Context: an optimization exercise on an open-source flow, tuned for small area, a short achievable clock period and few clock cycles. The choices shown serve that exercise and are no tape-out recipe.
In this exercise RTL edits were held to simulation tests only and were not proved equivalent to the original.

==> flow/design.v, too long to show whole: its modules and the start of the top module <==
// module modarith_engine: 4418 lines
module modarith_engine (
    input  wire        clk,
    input  wire        rst,
    input  wire        start,
    input  wire [2:0]  op,
    input  wire        b52,
    input  wire [63:0] a,
    input  wire [63:0] b,
    input  wire [63:0] c,
    input  wire [63:0] q,
    output wire        ready,
    output reg         done,
    output wire [63:0] result,
    output reg  [2:0]  err_code,
    output reg  [7:0]  err_cause,
    output reg  [1:0]  err_index
);
  // ...
==> flow/run.sh <==
#!/bin/bash
# synth_recipe.tcl (not shown) runs the flow's synth.tcl, then flattens the netlist and writes it again
# the make line also repeats each setting of config.mk as NAME=value (left out here)
make -C /OpenROAD-flow-scripts/flow DESIGN_CONFIG=/design/flow/config.mk WORK_HOME=/design/flow/orfs CLKGATE_MAP_FILE= SYNTH_SCRIPT=/design/flow/synth_recipe.tcl finish
==> flow/config.mk <==
export PLATFORM = sky130hd
export DESIGN_NAME = modarith_engine
export DESIGN_NICKNAME = modarith_engine
export VERILOG_FILES = /design/flow/design.v
export SDC_FILE = /design/flow/constraint.sdc
export NUM_CORES = 8
export LEC_CHECK = 0
export CAP_MARGIN = 20
export CORE_MARGIN = 2
export CORE_UTILIZATION = 45
export PLACE_DENSITY = 0.6
export SETUP_SLACK_MARGIN = 5
export SLEW_MARGIN = 20
==> flow/constraint.sdc <==
create_clock -name core_clock -period 12.0 [get_ports {clk}]
set_input_delay 2.4000 -clock core_clock [delete_from_list [all_inputs] [get_ports {clk}]]
set_output_delay 2.4000 -clock core_clock [all_outputs]
set_load 0.01 [all_outputs]
==> metrics.cfg, run 1 <==
[synth]
synth.distinct_cells = 114
synth_area_leaders = fa_1 (21%), edfxtp_1 (10%), ha_1 (8.0%)
ys.flop_type = dfxtp_1
yosys_warnings = 1

[setup_path]
crit_path_max_fanout = 9
cp-end-kind = flop
critical_path_required_ns = 12.69
r2r-end = C[8]$_SDFF_PN0_
arrival_ns = 9.46
r2r-start = C[58]$_SDFF_PN0_

[placed_design]
hpwl_microns = 355000
place_congestion = 1.12

[sta]
min_period_over_period_pct = 73.1
setup_tns_ns = 0
fmax_mhz = 114
fin_crit_ns = 8.77

[die]
rows = 158

[route]
vias_per_cell = 6.39
dr.max_layer_used = met5
drt_wl_total_microns = 465000

[clock_network]
worstSkewPairLatency_ns = 0.77
cts-root-buf = clkbuf_16
cts_resized = 854
cts.sinks = 597

[cells_and_area]
multi_input_area_share_pct = 63.4
multi_input_cells = 7702

[worst_hold_path]
hold_path_depth = 2

[run_status]
status = finished clean

Testbench counts, summed over its fixed seeds: cycles 84,916.
==> inputs of run 2 (changes only) <==
--- a/flow/design.v
+++ b/flow/design.v
@@ -19,16 +19,17 @@
     localparam OP_BRED    = 3'd1;
     localparam OP_POWMOD  = 3'd2;
     localparam OP_PRTEST  = 3'd3;
     localparam OP_MULFAC  = 3'd4;
     localparam OP_MULLAZY = 3'd5;
     localparam ST_IDLE = 3'd0;
     localparam ST_C1   = 3'd1;    
     localparam ST_C2   = 3'd2;    
+    localparam ST_C3   = 3'd6;    
     localparam ST_LOOP = 3'd3;    
     localparam ST_FIN  = 3'd4;    
     localparam ST_POST = 3'd5;    
     localparam P_BASE = 2'd0;
     localparam P_SQ   = 2'd1;
     localparam P_MUL  = 2'd2;
     localparam W = 72;
     reg  [2:0]   state;
@@ -3892,29 +3893,23 @@
 assign D[67] = D_p0_67 ^ D_g7_66;
 assign D[68] = D_p0_68 ^ D_g7_67;
 assign D[69] = D_p0_69 ^ D_g7_68;
 assign D[70] = D_p0_70 ^ D_g7_69;
 assign D[71] = D_p0_71 ^ D_g7_70;
     wire         ge   = ~D[W-1] & ~m4;
     wire [63:0]  Rred = ge ? D[63:0] : R[63:0];
     wire [64:0]  QAp  = QA + {59'd0, qp, 3'd0, ge};
-    wire [64:0] ex   = {1'b1, ~Cc};
-    wire [64:0] ey   = {59'd0, qp, 4'd0};
-    wire [64:0] es   = QA ^ ey ^ ex;
-    wire [64:0] ec   = (QA & ey) | (QA & ex) | (ey & ex);
-    wire        feq  = &(es ^ {ec[63:0], ge});
+    wire        feq  = (QAp == {1'b0, Cc});
     wire        nx_sq = (pw == P_BASE) || !(pw == P_SQ && B[62]);
-    wire [11:0] dxR   = window({3'd0, R[63:0]}, s_r[1:0]) * (nx_sq ? R[63:56] : A[63:56]);
-    wire [11:0] dxD   = window({3'd0, D[63:0]}, s_r[1:0]) * (nx_sq ? D[63:56] : A[63:56]);
     wire        qok    = (Q[63:62] == 2'b00) && (|Q[61:1]);
-    wire        AgeQ   = (A >= Q);
+    wire        AgeQ   = ge;             
     wire        BgeQ   = (B >= Q);
     wire [63:0] smask  = ~(64'hFFFF_FFFF_FFFF_FFFF << s_r);
-    wire        prt_ge = ((Cc | smask) >= (Q - 64'd1));
+    wire        prt_ge = ge;             
     wire [6:0]  lzQ    = lzc64(Q);
     wire [6:0]  lzB    = lzc64(B);
     reg  [63:0] rot_in;
     reg  [5:0]  rot_amt;
     wire [63:0] r0 = rot_amt[0] ? {rot_in[62:0], rot_in[63]}    : rot_in;
     wire [63:0] r1 = rot_amt[1] ? {r0[61:0], r0[63:62]}         : r0;
     wire [63:0] r2 = rot_amt[2] ? {r1[59:0], r1[63:60]}         : r1;
     wire [63:0] r3 = rot_amt[3] ? {r2[55:0], r2[63:56]}         : r2;
@@ -4198,16 +4193,17 @@
     reg  [5:0]   cnt_n, ecnt_n;
     reg          xsel_n, m3_n, m4_n, qfix_n, enorm_n, fchk_n, fbad_n, ovf_n;
     reg  [1:0]   pw_n, ph_n;
     reg          done_n;
     reg  [2:0]   ec_n;
     reg  [7:0]   ca_n;
     reg  [1:0]   ix_n;
     reg  [11:0]  dxp;
+    reg  [W-1:0] S_n, C_n;
     reg          err;
     always @* begin
         state_n = state; op_n = op_r; b52_n = b52_r;
         A_n = A; B_n = B; Cc_n = Cc; Q_n = Q; s_n = s_r;
         Y_n = {Y[62:0], 4'd0}; wo_n = wo;
         QA_n = 65'd0; qp_n = 2'd0;
         cnt_n = cnt - 6'd1; ecnt_n = ecnt; xsel_n = xsel;
         m3_n = m3; m4_n = m4; qfix_n = 1'b0; enorm_n = 1'b0; fchk_n = 1'b0;
@@ -4215,25 +4211,28 @@
         pw_n = pw; ph_n = ph;
         done_n = 1'b0;
         ec_n = err_code; ca_n = err_cause; ix_n = err_index;
         rot_in = B; rot_amt = 6'd0;
         md = window({Y[62:0], 4'd0}, wo); mx = X[63:56];
         dxp = mprod;
         rom_idx = Q[62:55];
         err = 1'b0;
+        S_n = (state == ST_LOOP) ? tS : {W{1'b0}};
+        C_n = (state == ST_LOOP) ? tC : {W{1'b0}};
         case (state)
             ST_IDLE: begin
                 if (start) begin
                     op_n  = op;
                     b52_n = b52;
                     A_n   = (op == OP_MULLAZY) ? b : a;
                     B_n   = (op == OP_MULLAZY) ? a : b;
                     Cc_n  = c;
                     Q_n   = q;
+                    S_n   = {8'd0, A_n};    
                     ec_n  = 3'd0; ca_n = 8'd0; ix_n = 2'd0;
                     m3_n  = 1'b0; m4_n = 1'b0;
                     state_n = ST_C1;
                 end
             end
             ST_C1: begin
                 rot_in  = Q;
                 rot_amt = lzQ[5:0];
@@ -4271,21 +4270,26 @@
                 end else if ((op_r == OP_MULMOD && BgeQ) || (op_r == OP_MULLAZY && AgeQ)) begin
                     err = 1'b1; ec_n = 3'd1; ca_n = 8'h11; ix_n = 2'd2;
                 end
                 if (err) begin
                     Cc_n = 64'd0; done_n = 1'b1; state_n = ST_IDLE;
                 end
             end
             ST_C2: begin    
+                rot_in = A; rot_amt = s_r;
+                A_n = rot_out;
+                state_n = ST_C3;
+            end
+            ST_C3: begin    
                 rot_in = B; rot_amt = s_r;
                 Y_n = {3'd0, rot_out};
-                wo_n = 2'd0;
-                cnt_n = 6'd16;
-                md = rot_out[63:60]; mx = A[63:56];
+                wo_n = s_r[1:0];
+                cnt_n = 6'd16 - {2'd0, s_r[5:2]};
+                md = window({3'd0, rot_out}, s_r[1:0]); mx = A[63:56];
                 state_n = ST_LOOP;
             end
             ST_LOOP: begin
                 if (m4) begin
                     QA_n = {QA[60:0], 4'd0};
                 end else begin
                     QA_n = {QA[60:0] + {55'd0, qp, 4'd0}, tq[3:0]};
                     qp_n = tq[5:4];
@@ -4315,17 +4319,18 @@
                         Cc_n = Rred;
                         state_n = ST_POST;
                     end
                     OP_POWMOD, OP_PRTEST: begin
                         Cc_n = Rred;
                         Y_n = {3'd0, Rred};
                         wo_n = s_r[1:0];
                         cnt_n = 6'd16 - {2'd0, s_r[5:2]};
-                        dxp = ge ? dxD : dxR;
+                        md = window({3'd0, Rred}, s_r[1:0]);
+                        mx = nx_sq ? Rred[63:56] : A[63:56];
                         state_n = ST_LOOP;
                         pw_n = P_SQ;
                         xsel_n = 1'b1;
                         case (pw)
                             P_BASE: begin
                                 A_n = Rred;
                                 if (ecnt == 6'd0) state_n = ST_POST;
                             end
@@ -4340,16 +4345,20 @@
                                 end
                             end
                             default: begin
                                 B_n = {B[62:0], 1'b0};
                                 ecnt_n = ecnt - 6'd1;
                                 if (ecnt == 6'd1) state_n = ST_POST;
                             end
                         endcase
+                        if (state_n == ST_POST && op_r == OP_PRTEST) begin
+                            S_n = {8'd0, Rred | smask};
+                            C_n = {{(W-1){1'b0}}, 1'b1};
+                        end
                     end
                     OP_MULFAC: begin
                         Cc_n = QAp[63:0];
                         done_n = 1'b1;
                         state_n = ST_IDLE;
                     end
                     default: begin  
                         case (ph)
@@ -4399,18 +4408,18 @@
             state <= ST_IDLE;
             done  <= 1'b0;
         end else begin
             state <= state_n;
             done  <= done_n;
         end
         op_r <= op_n; b52_r <= b52_n;
         A <= A_n; B <= B_n; Cc <= Cc_n; Q <= Q_n; s_r <= s_n;
-        S <= (state == ST_LOOP) ? tS : {W{1'b0}};
-        C <= (state == ST_LOOP) ? tC : {W{1'b0}};
+        S <= S_n;
+        C <= C_n;
         Y <= Y_n; wo <= wo_n; QA <= QA_n; qp <= qp_n;
         cnt <= cnt_n; ecnt <= ecnt_n; xsel <= xsel_n;
         m3 <= m3_n; m4 <= m4_n; qfix <= qfix_n; enorm <= enorm_n;
         fchk <= fchk_n; fbad <= fbad_n; ovf <= ovf_n;
         pw <= pw_n; ph <= ph_n;
         err_code <= ec_n; err_cause <= ca_n; err_index <= ix_n;
         dxt <= dxp[11:4];
         mu_lo <= rom_mu;
==> flow/config.mk (replaced) <==
export PLATFORM = sky130hd
export DESIGN_NAME = modarith_engine
export DESIGN_NICKNAME = modarith_engine
export VERILOG_FILES = /design/flow/design.v
export SDC_FILE = /design/flow/constraint.sdc
export NUM_CORES = 8
export LEC_CHECK = 0
export CAP_MARGIN = 20
export CORE_MARGIN = 2
export CORE_UTILIZATION = 40
export PLACE_DENSITY = 0.55
export SETUP_SLACK_MARGIN = 5
export SLEW_MARGIN = 20
==> run 2 against run 1 <==
Global-route usage grew 0.26 points. Final area shrank 8.5%. Clock skew grew 0.0093 ns. Highest routed layer unchanged. Register-to-register slack lost 0.12 ns. First-iteration DRC count shrank 2.7%. Still clean. Critical path depth grew 6. Via count shrank 6.7%. Maximum frequency shrank 1.4%.
==> metrics.cfg, run 2 <==
[setup_path]
critical_path_required_ns = 12.66  ; -0.03 ns
slowest_delay_ns = 0.53
crit_slowest_cell = fa_2
start_kind = flop
crit_path_max_fanout = 8  ; -1
crit_buf_inv = 11
cp-end-kind = flop
cp_common_cell = fa_2
critPathKind = reg -> reg
path_delay_family = adder cells
arrival_ns = 9.55  ; +0.09 ns

[synth]
synth.top_cell.area_share_pct = 21.8
synth_area_sq_um = 76900
synth_commonest_cells = inv_1 (1295), nand2_1 (1157), nor2_1 (1031)
synth_edf_count = 290
synth-seq-area-share_pct = 19.3
synthCells = 9399
yosys_warnings = 1  ; unchanged
ys.flop_type = dfxtp_1
synth_area_leaders = fa_1 (22%), edfxtp_1 (11%), dfxtp_1 (8.0%)
synthArstFlopShare_pct = 0
syn_area_per_cell_sq_um = 8.18
synth.most_common_cell = inv_1
synth_largest_area_cell = fa_1
ys_ff_latch = 597
synth.distinct_cells = 113  ; -0.88%

[sta]
fin_hold_ws_ns = 0.462
hold_viol = 0
fmax_mhz = 112  ; -1.4%
fin_crit_ns = 8.89  ; +0.124 ns
skew_ns = 0.0535
slew_viol_final = 0
setup_ws_ns = 3.11
rsz0062_at_grt = true
setup_tns_ns = 0  ; unchanged
min_period_over_period_pct = 74.1  ; +1.0 points
worst_pin_slew_ns = 1.35
setup_viol = 0
relSlewSlack_pct = 8.11

[clock_network]
cts_buffer_depth = 3
cts-root-buf = clkbuf_16
cts_tree = yes
worstSkewPairLatency_ns = 0.78  ; about the same
htree_levels = 3
cts.sinks = 597  ; unchanged
cts_made_buffers = 84
clk_pin_slew_ns = 0.06

[cells_and_area]
layout_common_cells = nand2_1 (1018), inv_1 (1018), nor2_1 (957), fa_1 (633), buf_4 (493)
fillers = 18300
final-seq-area_sq_um = 14900
syn2layout_area_growth_pct = 25.7
multiInputGateArea_sq_um = 60100
reg_top3 = C x72, S x72, Y x67
fin_area_sq_um = 96600
instances_no_fill = 12600
drive_gt1_share_pct = 21.5
nets = 11400

[placed_design]
placed_cells = 12000
hpwl_microns = 367000  ; +3.4%
io_buffers = 338
dp_slack_ns = 1.48
place_area_sq_um = 84800
place_congestion = 1.12  ; about the same

[global_route]
grtUsageTotal_pct = 47.6
grt_max_degree = 133
antenna_found_initial = 51
grt_pass1_wl_microns = 645000
grt_pass1_vias = 78200
grt_overflow = 0

[route]
drcViolationCount = 0
first_pass_iters = 8
routedWlPerCell_microns = 38.1
vias_per_cell = 6.49  ; +1.6%
drtIter0Drc = 12300
antenna_left = 0
drt_wl_total_microns = 482000  ; +3.5%
num_vias = 81900

[die]
initial_core_util_pct = 40.3
rows = 160  ; +1.3%
die-area_sq_um = 196000
io_pins = 342
fp.dieW_microns = 442
core_area_sq_um = 191000
chipHeight_microns = 442

[run_status]
status = finished clean

[worst_hold_path]
worstHoldPathType = reg -> reg

[flow_run]
max_cap_violations = 0

-- run 2: cell count changes after synthesis, sizes merged, moves of 39 or more --
cell and delta:
a21oi -111, xnor2 -88, ha -224, inv -347, and2 -143, nand2 -52
a211oi -41, nor3 -62, a22oi -39, mux2i +54, nor4 -39, o221ai +45
a221oi +51
-- run 2: area by class of cell --
cell class	instances	area share, %
clock buffer	108	2.41
multi-input combinational	6996	62.2
antenna	27	0.0699
inverter	1299	5.14
sequential	597	15.4
clock inverter	49	0.679
tap	2511	3.25
timing repair inverter	2	0.0155
timing repair buffer	1034	10.8
-- run 2: stage by stage --
step	utilization [%]
floorplan	-
global placement	44.4
detailed placement	44.5
CTS	49.1
global route	50.7
finish	50.7
-- run 2: per-layer routing --
metal  wire length (microns)  global-route usage [%]
met3                   69400                    18.3
met5                     188                       0
met4                   45400                    35.2
met1                  176000                    59.8
met2                  190000                    65.8
-- run 2: path summary, 6_finish.rpt --
check	start	endpoint	slack, ns	cells past startpoint
max reg2reg	C[56]$_DFF_P_	C[12]$_DFF_P_	3.11	43
min reg2reg	Y[12]$_DFF_P_	Y[16]$_DFF_P_	0.46	2
min	Y[12]$_DFF_P_	Y[16]$_DFF_P_	0.46	2
max	C[56]$_DFF_P_	C[12]$_DFF_P_	3.11	43
-- run 2: logic make-up (layout without fill, tap and decap cells) --
group / Yosys count / count (layout) / synth area share (%)
xor+xnor: 342 / 342 / 3.90
buf+inv: 1821 / 2492 / 9.14
fa+ha+maj: 1150 / 1150 / 26.9
mux: 436 / 436 / 5.83
other cells: 1 / 30 / 0.00488
simple gates: 2959 / 2968 / 16.8
flops: 597 / 597 / 19.3
compound gates: 2093 / 2097 / 18.0
-- run 2: repair_timing --
| action | in CTS | in global routing |
|---|---|---|
| pin swaps | 353 | 189 |
| gates resized for setup | 909 | 460 |
| endpoints found under the setup margin | 324 | 214 |
| hold buffers | 0 | 0 |
| buffers inserted | 211 | 143 |
| cloned | 28 | 4 |
-- run 2: worst register-to-register path: cells and delay by family, from the launching register on --
kind / cells / cell delay [ns]
xor gates and xnor gates: 2 / 0.43
buffers and inverters: 11 / 1.14
DFF: 1 / 0.35
AOI/OAI and AO/OA: 12 / 1.69
and+or+nand+nor: 6 / 0.56
adders and majority gates: 12 / 4.66
Testbench counts of run 2, summed over its fixed seeds: cycles 84,070.
==> inputs of run 3 (changes only) <==
--- a/flow/config.mk
+++ b/flow/config.mk
@@ -10,4 +10,4 @@
 export CORE_UTILIZATION = 40
 export PLACE_DENSITY = 0.55
-export SETUP_SLACK_MARGIN = 5
+export SETUP_SLACK_MARGIN = 3
 export SLEW_MARGIN = 20
==> run 3 against run 2 <==
Utilization is 3.9 points lower. Critical path depth is 19 lower. Final area is 7.7% lower. Sequential share of layout area is 1.3 points higher. Global-route usage is 4.8 points lower.
==> metrics.cfg, run 3 <==
[run_status]
status = finished clean

[sta]
fin_crit_ns = 8.93  ; +0.0395 ns
setup_tns_ns = 0  ; unchanged
fin_hold_ws_ns = 0.435  ; -0.0273 ns
worst_pin_slew_ns = 1.39  ; +0.0409 ns
fmax_mhz = 112  ; -0.44%
setup_viol = 0  ; unchanged
skew_ns = 0.0725  ; +0.0190 ns
min_period_over_period_pct = 74.4  ; +0.33 points
rsz0062_at_grt = true
hold_viol = 0  ; unchanged
slew_viol_final = 0  ; unchanged
relSlewSlack_pct = 4.51  ; -3.6 points

[setup_path]
cp-end-kind = flop
start_kind = flop
critical_path_required_ns = 12.67  ; about the same
reg2regPathDepth = 24  ; -44%
cp_cell_sequence = or4_1 -> nor2_1 -> o221ai_1 -> a211oi_2 -> a211o_2 -> buf_4 -> mux2_2 -> o22ai_1 -> a211oi_1 -> nor3_1 -> or4_1 -> o311a_4 -> a22oi_4 -> or2_2 -> fa_1 -> inv_1 -> ha_1 -> nand4b_1 -> o41a_4 -> a21oi_4 -> a311oi_4 -> a21oi_2 -> mux2i_1 -> buf_4
crit_buf_inv = 3  ; -8
slowest_delay_ns = 0.64  ; +0.11 ns
r2r-end = dxt[7]$_SDFF_PP0_
arrival_ns = 9.60  ; +0.05 ns
r2r-start = Q[43]$_DFFE_PP_
critPathKind = reg -> reg
path_delay_family = compound AO/OA/AOI/OAI gates
reg2reg_setup_slack_ns = 3.07  ; -0.04 ns
crit_slowest_cell = edfxtp_1
crit_path_max_fanout = 32  ; +24

[synth]
synth_fa_ha_area_share_pct = 26.9  ; unchanged
synth_edf_count = 290  ; unchanged
synth_area_leaders = fa_1 (22%), edfxtp_1 (11%), dfxtp_1 (8.0%)
synth.top_cell.area_share_pct = 21.8  ; unchanged
ys_ff_latch = 597  ; unchanged
synth.most_common_cell = inv_1
syn_area_per_cell_sq_um = 8.18  ; unchanged
synth.area.mux_share_pct = 5.83  ; unchanged
synth_commonest_cells = inv_1 (1295), nand2_1 (1157), nor2_1 (1031)
synth.distinct_cells = 113  ; unchanged
yosys_warnings = 1  ; unchanged
synthCells = 9399  ; unchanged
synth_top_family_by_area = adder cells
synth-compound-area-share_pct = 18.0  ; unchanged
yosys.area_share.xor_xnor_pct = 3.90  ; unchanged
synthSimpleGateAreaFrac_pct = 16.8  ; unchanged
synthArstFlopShare_pct = 0  ; unchanged
synth-seq-area-share_pct = 19.3  ; unchanged
ys.flop_type = dfxtp_1
synth_largest_area_cell = fa_1
synth_area_sq_um = 76900  ; unchanged

[clock_network]
cts_made_buffers = 79  ; -6.0%
htree_levels = 3  ; unchanged
cts_hold_buf = 0  ; unchanged
cts-root-buf = clkbuf_16
cts.sinks = 597  ; unchanged
cts_buffer_depth = 3  ; unchanged
clk_pin_slew_ns = 0.07  ; about the same
cts_tree = yes
worstSkewPairLatency_ns = 0.78  ; about the same

[cells_and_area]
multiInputGateArea_sq_um = 56700  ; -5.7%
fillers = 18800  ; +2.7%
syn2layout_area_growth_pct = 16.0
postLayoutCoreUtil_pct = 46.8  ; -3.9 points
nets = 11100  ; -2.7%
final-seq-area_sq_um = 14900  ; about the same
layout_common_cells = inv_1 (1217), nand2_1 (1115), nor2_1 (1012), fa_1 (798), a21oi_1 (497)
drive_gt1_share_pct = 11.2  ; -10 points
final_common_cell = inv_1
fin_area_sq_um = 89200  ; -7.7%
reg_top3 = C x72, S x72, Y x67

[route]
antenna_left = 0  ; unchanged
num_vias = 78400  ; -4.3%
routedWlPerCell_microns = 35.3  ; -7.5%
vias_per_cell = 6.37  ; -1.8%
first_pass_iters = 7  ; -1
drcViolationCount = 0  ; unchanged
drtIter0Drc = 11400  ; -7.2%
drt_wl_total_microns = 434000  ; -9.8%

[global_route]
antenna_found_initial = 35  ; -31%
grt_overflow = 0  ; unchanged
grt_pass1_wl_microns = 591000  ; -8.3%
grtUsageTotal_pct = 42.8  ; -4.8 points
grt_max_degree = 72  ; -46%
grt_pass1_vias = 75400  ; -3.6%

[die]
core_area_sq_um = 191000  ; unchanged
chipHeight_microns = 442  ; unchanged
fp.dieW_microns = 442  ; unchanged
die-area_sq_um = 196000  ; unchanged
io_pins = 342  ; unchanged
rows = 160  ; unchanged
initial_core_util_pct = 40.3  ; unchanged

[placed_design]
hpwl_microns = 345000  ; -6.0%
io_buffers = 338  ; unchanged
place_area_sq_um = 84200  ; -0.71%
place_congestion = 1.09  ; -3.1%

[worst_hold_path]
whs_endpoint = Y[33]$_DFF_P_
worstHoldStart = Y[29]$_DFF_P_
worstHoldPathType = reg -> reg
hold_path_depth = 2  ; unchanged

[flow_run]
max_cap_violations = 0  ; unchanged

run 3: cell counts after synthesis:
Identical to the previous run, type by type.
run 3: cell families (layout without fill, tap and decap cells):
| logic type | count (synthesis) | in the layout |
|---|---|---|
| and+or+nand+nor | 2959 | 2964 |
| AOI/OAI and AO/OA | 2093 | 2096 |
| buffers and inverters | 1821 | 2181 |
| adders and majority gates | 1150 | 1150 |
| DFF | 597 | 597 |
| muxes | 436 | 436 |
| xor gates and xnor gates | 342 | 342 |
| other | 1 | 28 |
run 3: area by class of cell:
cell class / instances / area share [%]
multi-input combinational: 6991 / 63.6
antenna: 25 / 0.0702
timing repair buffer: 735 / 7.56
tap: 2511 / 3.52
sequential: 597 / 16.7
clock inverter: 40 / 0.474
clock buffer: 107 / 2.61
inverter: 1299 / 5.48
run 3: routing by layer:
metal / up-vias / part of all wire [%] / track usage, % / routed length (microns)
met5: - / 0.042 / 0.0977 / 182
met4: 26 / 8.7 / 29.8 / 37900
met3: 1298 / 14 / 16.2 / 61400
met2: 5540 / 40 / 59.9 / 174000
met1: 39200 / 37 / 54.1 / 160000
li1: 32300 / - / - / -
run 3: worst max-delay path by stage:
stage | startpoint | to | cells past startpoint
2_1_floorplan | S[57]$_DFF_P_ | S[9]$_DFF_P_ | 35
3_3_place_gp | m3$_DFF_P_ | dxt[4]$_DFF_P_ | 31
3_5_place_dp | m3$_DFF_P_ | dxt[4]$_DFF_P_ | 31
4_1_cts | Q[1]$_DFFE_PP_ | dxt[4]$_DFF_P_ | 35
5_1_grt | S[57]$_DFF_P_ | C[30]$_DFF_P_ | 38
6_report | Q[43]$_DFFE_PP_ | dxt[7]$_SDFF_PP0_ | 24
run 3: tightest hold or removal path, delay by kind of cell (launching register included):
family	cells	cell delay, ns
AO/OA/AOI/OAI	1	0.07
AND/OR/NAND/NOR	1	0.04
flip-flops	1	0.32
run 3: repair_timing:
action                     4_1_cts  5_1_grt
cloned                           5        8
setup endpoints to repair      148      135
pin swaps                       20      107
setup buffers                   22       47
resized for setup              129      266
hold endpoints to repair         0        0
run 3: per-stage QoR:
stage / std cells / worst slack, ns
3_5_place_dp: 12000 / 1.62
5_1_grt: 12300 / 2.86
4_1_cts: 12200 / 2.93
3_3_place_gp: 12000 / 1.62
2_1_floorplan: 9401 / 3.07
6_report: 12300 / 3.07
==> inputs of run 4 (changes only) <==
--- a/flow/config.mk
+++ b/flow/config.mk
@@ -10,4 +10,5 @@
 export CORE_UTILIZATION = 40
 export PLACE_DENSITY = 0.55
-export SETUP_SLACK_MARGIN = 3
+export SETUP_SLACK_MARGIN = 5
 export SLEW_MARGIN = 20
+export TNS_END_PERCENT = 0
==> run 4 against run 3 <==
Still clean on timing, DRC and antenna. Sequential cell count unchanged. Utilization up 0.056 points. Critical path depth up 1. Die area unchanged. Clock-buffer cell count up 4. Final cell count about the same. Synthesized area unchanged. Final area up 0.12%. Critical path type unchanged. Critical endpoint is now dxt[3]$_DFF_P_. Largest cell class unchanged.
==> metrics.cfg, run 4 <==
[die]
die-area_sq_um = 196000  ; unchanged
core_area_sq_um = 191000  ; unchanged
chipHeight_microns = 442  ; unchanged
io_pins = 342  ; unchanged
rows = 160  ; unchanged
fp.dieW_microns = 442  ; unchanged
initial_core_util_pct = 40.3  ; unchanged

[synth]
ys.flop_type = dfxtp_1
ys_ff_latch = 597  ; unchanged
synth_largest_area_cell = fa_1
synth_edf_count = 290  ; unchanged
synth_area_leaders = fa_1 (22%), edfxtp_1 (11%), dfxtp_1 (8.0%)
yosys_warnings = 1  ; unchanged
synth.top_cell.area_share_pct = 21.8  ; unchanged
synth.distinct_cells = 113  ; unchanged
synth_commonest_cells = inv_1 (1295), nand2_1 (1157), nor2_1 (1031)
synthArstFlopShare_pct = 0  ; unchanged
synthCells = 9399  ; unchanged
synth.most_common_cell = inv_1
synth-seq-area-share_pct = 19.3  ; unchanged
synth_area_sq_um = 76900  ; unchanged
syn_area_per_cell_sq_um = 8.18  ; unchanged

[global_route]
grt_pass1_wl_microns = 622000  ; +5.3%
grt_pass1_vias = 76500  ; +1.5%
met3_usage_pct = 15.9  ; -0.35 points
grt_max_degree = 161  ; +120%
antenna_found_initial = 72  ; +110%
grtUsageTotal_pct = 45.5  ; +2.7 points
grt_busiest_layer = met2
use_met1_pct = 58.2  ; +4.1 points
grt_overflow = 0  ; unchanged
grt.met2_usage_pct = 65.2  ; +5.3 points

[route]
first_pass_iters = 9  ; +2
num_vias = 78900  ; +0.64%
routedWlPerCell_microns = 37.1  ; +5.1%
antenna_left = 0  ; unchanged
drtIter0Drc = 11600  ; +1.4%
drt_wl_total_microns = 457000  ; +5.2%
vias_per_cell = 6.41  ; +0.60%
drcViolationCount = 0  ; unchanged

[cells_and_area]
instances_no_fill = 12300  ; +0.041%
layout_common_cells = inv_1 (1285), nand2_1 (1137), nor2_1 (1007), fa_1 (822), a21oi_1 (497)
syn2layout_area_growth_pct = 16.2
postLayoutCoreUtil_pct = 46.8  ; +0.056 points
reg_top3 = C x72, S x72, Y x67
drive_gt1_share_pct = 9.73  ; -1.4 points
final_common_cell = inv_1
nets = 11100  ; +0.072%

[sta]
relSlewSlack_pct = 7.04  ; +2.5 points
setup_viol = 0  ; unchanged
fin_crit_ns = 9.17  ; +0.234 ns
rsz0062_at_grt = true
skew_ns = 0.0491  ; -0.0234 ns
slew_viol_final = 0  ; unchanged
min_period_over_period_pct = 76.4  ; +2.0 points
hold_viol = 0  ; unchanged
worst_pin_slew_ns = 1.36  ; -0.0368 ns
fmax_mhz = 109  ; -2.6%
setup_tns_ns = 0  ; unchanged

[setup_path]
cp-end-kind = flop
start_kind = flop
path_delay_family = compound AO/OA/AOI/OAI gates
crit_slowest_cell = edfxtp_1
cp_num_cells = 25  ; +4.2%
slowest_delay_ns = 0.91  ; +0.27 ns
crit_path_max_fanout = 28  ; -13%
critPathKind = reg -> reg
crit_buf_inv = 2  ; -1
reg2regPathDepth = 25  ; +4.2%
arrival_ns = 9.77  ; +0.17 ns
critical_path_required_ns = 12.60  ; -0.07 ns

[clock_network]
htree_levels = 3  ; unchanged
cts_buffer_depth = 3  ; unchanged
cts.sinks = 597  ; unchanged
worstSkewPairLatency_ns = 0.78  ; about the same
cts_made_buffers = 82  ; +3.8%
cts-root-buf = clkbuf_16
cts_tree = yes
clk_pin_slew_ns = 0.06  ; about the same
cts_hold_buf = 0  ; unchanged

[placed_design]
io_buffers = 338  ; unchanged
placed_cells = 12000  ; -0.025%
hpwl_microns = 364000  ; +5.4%
place_congestion = 1.06  ; -2.3%

[worst_hold_path]
hold_path_depth = 2  ; unchanged
worstHoldPathType = reg -> reg

[run_status]
status = finished clean

[flow_run]
max_cap_violations = 0  ; unchanged

run 4: cell counts after synthesis:
No cell type changed its count.
run 4: worst register-to-register path, cell delays in order (launching register included):
cell	delay [ns]
edfxtp_1	0.91
nor2_1	0.20
o21ai_1	0.28
a21oi_1	0.17
o41ai_4	0.76
a21oi_4	0.32
a211oi_4	0.51
buf_4	0.44
nand2_1	0.35
o22a_1	0.31
a31oi_1	0.44
or4_4	0.46
o311ai_0	0.22
and4bb_1	0.27
nand2b_2	0.26
or2_2	0.31
fa_1	0.47
fa_1	0.55
inv_1	0.05
ha_1	0.28
nand4b_1	0.13
o41a_4	0.41
a21oi_4	0.14
a21o_1	0.17
xnor2_1	0.18
o21ai_4	0.42
run 4: logic make-up (layout without fill, tap and decap cells):
| group | after synthesis | count (layout) | share of synthesized area [%] |
|---|---|---|---|
| simple gates | 2959 | 2962 | 16.8 |
| compound gates | 2093 | 2094 | 18.0 |
| buf+inv | 1821 | 2193 | 9.14 |
| fa+ha+maj | 1150 | 1150 | 26.9 |
| flops | 597 | 597 | 19.3 |
| mux | 436 | 436 | 5.83 |
| xor+xnor | 342 | 342 | 3.90 |
| other cells | 1 | 25 | 0.00488 |
run 4: through the flow:
step | instance area [sq um] | setup slack (ns) | hold slack [ns]
2_1_floorplan | 77000 | 3.79 | 0.420
3_3_place_gp | 84200 | 0.190 | 0.436
3_5_place_dp | 84300 | 0.148 | 0.443
4_1_cts | 89100 | 3.19 | 0.447
5_1_grt | 89200 | 2.79 | 0.470
6_report | 89300 | 2.83 | 0.453
run 4: per-layer routing:
| metal | vias to the layer above | routed length (microns) |
|---|---|---|
| met5 | - | 334 |
| met4 | 48 | 35700 |
| met3 | 1262 | 60400 |
| met2 | 5683 | 186000 |
| met1 | 39500 | 174000 |
| li1 | 32400 | - |
run 4: final timing paths:
kind	start	endpoint	slack [ns]
worst max-delay path	Q[3]$_DFFE_PP_	dxt[3]$_DFF_P_	2.83
worst min-delay path	Y[26]$_DFF_P_	Y[30]$_DFF_P_	0.45
worst min register to register	Y[26]$_DFF_P_	Y[30]$_DFF_P_	0.45
worst max register to register	Q[3]$_DFFE_PP_	dxt[3]$_DFF_P_	2.83
run 4: timing repair:
action	in CTS	in global routing
endpoints found under the hold margin	0	0
cloned	13	0
setup buffers	76	3
resized for setup	199	10
setup endpoints to repair	419	264
pin swaps	57	8
run 4: cell type report:
class                   instances  area [sq um]
diodes                         22          55.1
clock buffers                 111          2270
inverters                    1299          4890
multi-input cells            6987         56500
repair buffers                744          7090
flip-flops and latches        597         14900
well taps                    2511          3140
clock inverters                39           417
fillers                     19100        101000
==> inputs of run 5 (changes only) <==
--- a/flow/config.mk
+++ b/flow/config.mk
@@ -12,3 +12,3 @@
 export SETUP_SLACK_MARGIN = 5
 export SLEW_MARGIN = 20
-export TNS_END_PERCENT = 0
+export TNS_END_PERCENT = 5
==> run 5 against run 4 <==
Still clean. First-iteration DRC count rose by 8.2%. Wire length down 0.64%. Clock skew up 0.010 ns. Utilization is 0.56 points higher. Final area increased by 1.2%. Non-clock buffer count increased by 31. Maximum frequency up 3.6%. Clock-buffer cell count up 7. Highest routed layer unchanged.
==> metrics.cfg, run 5 <==
[cells_and_area]
nets = 11200  ; +0.32%
final_common_cell = inv_1
reg_top3 = C x72, S x72, Y x67
fillers = 19000  ; -0.084%
layout_common_cells = inv_1 (1254), nand2_1 (1129), nor2_1 (1010), fa_1 (816), a21oi_1 (487)
syn2layout_area_growth_pct = 17.5
drive_gt1_share_pct = 11.6  ; +1.9 points
postLayoutCoreUtil_pct = 47.4  ; +0.56 points

[global_route]
antenna_found_initial = 58  ; -19%
grt_pass1_vias = 76800  ; +0.39%
grt_max_degree = 81  ; -50%
grt_overflow = 0  ; unchanged
grtUsageTotal_pct = 45.1  ; -0.44 points
grt_pass1_wl_microns = 618000  ; -0.67%

[sta]
worst_pin_slew_ns = 1.39  ; +0.0336 ns
skew_ns = 0.0596  ; +0.0105 ns
setup_ws_ns = 3.15  ; +0.321 ns
setup_viol = 0  ; unchanged
fmax_mhz = 113  ; +3.6%
setup_tns_ns = 0  ; unchanged
hold_viol = 0  ; unchanged
fin_crit_ns = 8.85  ; -0.321 ns
relSlewSlack_pct = 7.38  ; +0.34 points
rsz0062_at_grt = true
min_period_over_period_pct = 73.7  ; -2.7 points
slew_viol_final = 0  ; unchanged

[worst_hold_path]
worstHoldPathType = reg -> reg

[setup_path]
crit_slowest_cell = fa_1
reg2regPathDepth = 37  ; +48%
path_delay_family = adder cells
slowest_delay_ns = 0.58  ; -0.33 ns
r2r-end = S[42]$_DFF_P_
critical_path_required_ns = 12.65  ; +0.05 ns
endpoint = S[42]$_DFF_P_
crit_path_max_fanout = 27  ; -3.6%
cp-end-kind = flop
setup.worst_path.start = S[57]$_DFF_P_
reg2reg_setup_slack_ns = 3.15  ; +0.32 ns
start_kind = flop
critPathKind = reg -> reg
cp_num_cells = 37  ; +48%
arrival_ns = 9.50  ; -0.27 ns
cp_common_cell = fa_1
r2r-start = S[57]$_DFF_P_
crit_buf_inv = 10  ; +8

[die]
initial_core_util_pct = 40.3  ; unchanged
chipHeight_microns = 442  ; unchanged
rows = 160  ; unchanged
die-area_sq_um = 196000  ; unchanged
io_pins = 342  ; unchanged
core_area_sq_um = 191000  ; unchanged
fp.dieW_microns = 442  ; unchanged

[clock_network]
cts_hold_buf = 0  ; unchanged
cts_tree = yes
cts_buffer_depth = 3  ; unchanged
worstSkewPairLatency_ns = 0.78  ; about the same
cts-root-buf = clkbuf_16
htree_levels = 3  ; unchanged
cts_made_buffers = 80  ; -2.4%
clk_pin_slew_ns = 0.07  ; about the same
cts.sinks = 597  ; unchanged

[synth]
yosys_warnings = 1  ; unchanged
synthCells = 9399  ; unchanged
synthArstFlopShare_pct = 0  ; unchanged
synth_area_sq_um = 76900  ; unchanged
synth_commonest_cells = inv_1 (1295), nand2_1 (1157), nor2_1 (1031)
ys.flop_type = dfxtp_1
ys_ff_latch = 597  ; unchanged
synth_largest_area_cell = fa_1
synth-seq-area-share_pct = 19.3  ; unchanged
synth.most_common_cell = inv_1
synth_edf_count = 290  ; unchanged
syn_area_per_cell_sq_um = 8.18  ; unchanged
synth.distinct_cells = 113  ; unchanged
synth_area_leaders = fa_1 (22%), edfxtp_1 (11%), dfxtp_1 (8.0%)
synth.top_cell.area_share_pct = 21.8  ; unchanged

[route]
drcViolationCount = 0  ; unchanged
routedWlPerCell_microns = 36.7  ; -0.97%
vias_per_cell = 6.47  ; +0.91%
drt_wl_total_microns = 454000  ; -0.64%
num_vias = 79900  ; +1.2%
antenna_left = 0  ; unchanged
first_pass_iters = 10  ; +1
drtIter0Drc = 12500  ; +8.2%

[placed_design]
place_congestion = 1.06  ; -0.47%
hpwl_microns = 353000  ; -2.9%
io_buffers = 338  ; unchanged
dp_slack_ns = 1.05  ; +0.903 ns

[flow_run]
max_cap_violations = 0  ; unchanged

[run_status]
status = finished clean

[run 5: timing repair]
action | in CTS | in global routing
setup endpoints to repair | 464 | 204
gates resized for setup | 418 | 46
cloned | 17 | 3
setup buffers | 128 | 6
pin swaps | 61 | 23
[run 5: stage by stage]
step | cells | instance area, sq um | hold WS [ns]
6_report | 12400 | 90300 | 0.454
5_1_grt | 12300 | 90300 | 0.475
4_1_cts | 12300 | 89900 | 0.454
3_5_place_dp | 12000 | 84100 | 0.445
3_3_place_gp | 12000 | 84000 | 0.435
2_1_floorplan | 9401 | 77000 | 0.420
[run 5: worst min path at each step]
stage	startpoint	to	slack (ns)	cells past startpoint
after global routing	Y[29]$_DFF_P_	Y[33]$_DFF_P_	0.48	2
after floorplan	Y[6]$_DFF_P_	Y[10]$_DFF_P_	0.42	2
after global placement	Y[25]$_DFF_P_	Y[29]$_DFF_P_	0.44	2
after CTS	Y[26]$_DFF_P_	Y[30]$_DFF_P_	0.45	2
after detailed placement	Y[10]$_DFF_P_	Y[14]$_DFF_P_	0.45	2
final	Y[25]$_DFF_P_	Y[29]$_DFF_P_	0.45	2
[run 5: cell type report]
type                            instances  area [sq um]  area share (%)
Inverter                             1299          4910            5.44
Sequential cell                       597         14900            16.5
Clock inverter                         29           373           0.413
Antenna cell                           28          70.1          0.0776
Tap cell                             2511          3140            3.48
Timing Repair Buffer                  775          7300            8.08
Multi-Input combinational cell       6994         57400            63.5
Clock buffer                          118          2260            2.51
[run 5: routing by layer]
metal / vias up / part of all wire (%) / global-route usage [%]
met3: 1420 / 14 / 14.8
met4: 28 / 8.4 / 30.4
met2: 5867 / 41 / 64.2
met1: 40100 / 37 / 57.8
met5: - / 0.037 / 0
li1: 32500 / - / -
[run 5: worst reg2reg max path: cells and delay by family, from the launching register on]
family	cells	cell delay, ns
and+or+nand+nor	3	0.64
AOI/OAI and AO/OA	12	2.05
buffers and inverters	10	1.27
adders and majority gates	10	4.14
xor gates and xnor gates	2	0.30
DFF	1	0.35
[run 5: kinds of logic after synthesis]
kind of cell             after synthesis  synth area share (%)
AO/OA/AOI/OAI                       2093                  18.0
XOR/XNOR                             342                  3.90
multiplexers                         436                  5.83
buffers and inverters               1821                  9.14
flip-flops                           597                  19.3
adder cells (fa/ha/maj)             1150                  26.9
AND/OR/NAND/NOR                     2959                  16.8
other                                  1               0.00488

## re-timing with driven ports
How much do the figures lean on ideal ports? The routed layouts below were timed once more, with nothing changed but the port constraints.
Step 1, drivers: a clkbuf_16 drives clk and a buf_2 each remaining input, both assumed.
Step 2 also shifts input and output timing later by t, the mid clock arrival at the registers, as if the neighbouring blocks saw the same clock.
Slacks: no drivers / after step 1 / after step 2; pairs: no drivers / after step 1.
run	t, ns	setup WS [ns]	worst setup path after step 2	clock arrival spread, ns	pins driven straight from the clock port
run 1	0.863	3.229 / 3.229 / 3.229	register to register	0.045 / 0.045	1
run 2	0.834	3.106 / 3.106 / 3.106	register to register	0.053 / 0.054	1
run 3	0.841	3.066 / 3.066 / 3.066	register to register	0.072 / 0.073	1
run 4	0.862	2.832 / 2.832 / 2.832	register to register	0.050 / 0.050	1
run 5	0.843	3.153 / 3.153 / 3.153	register to register	0.060 / 0.059	1
After both steps every run listed still meets setup and hold.
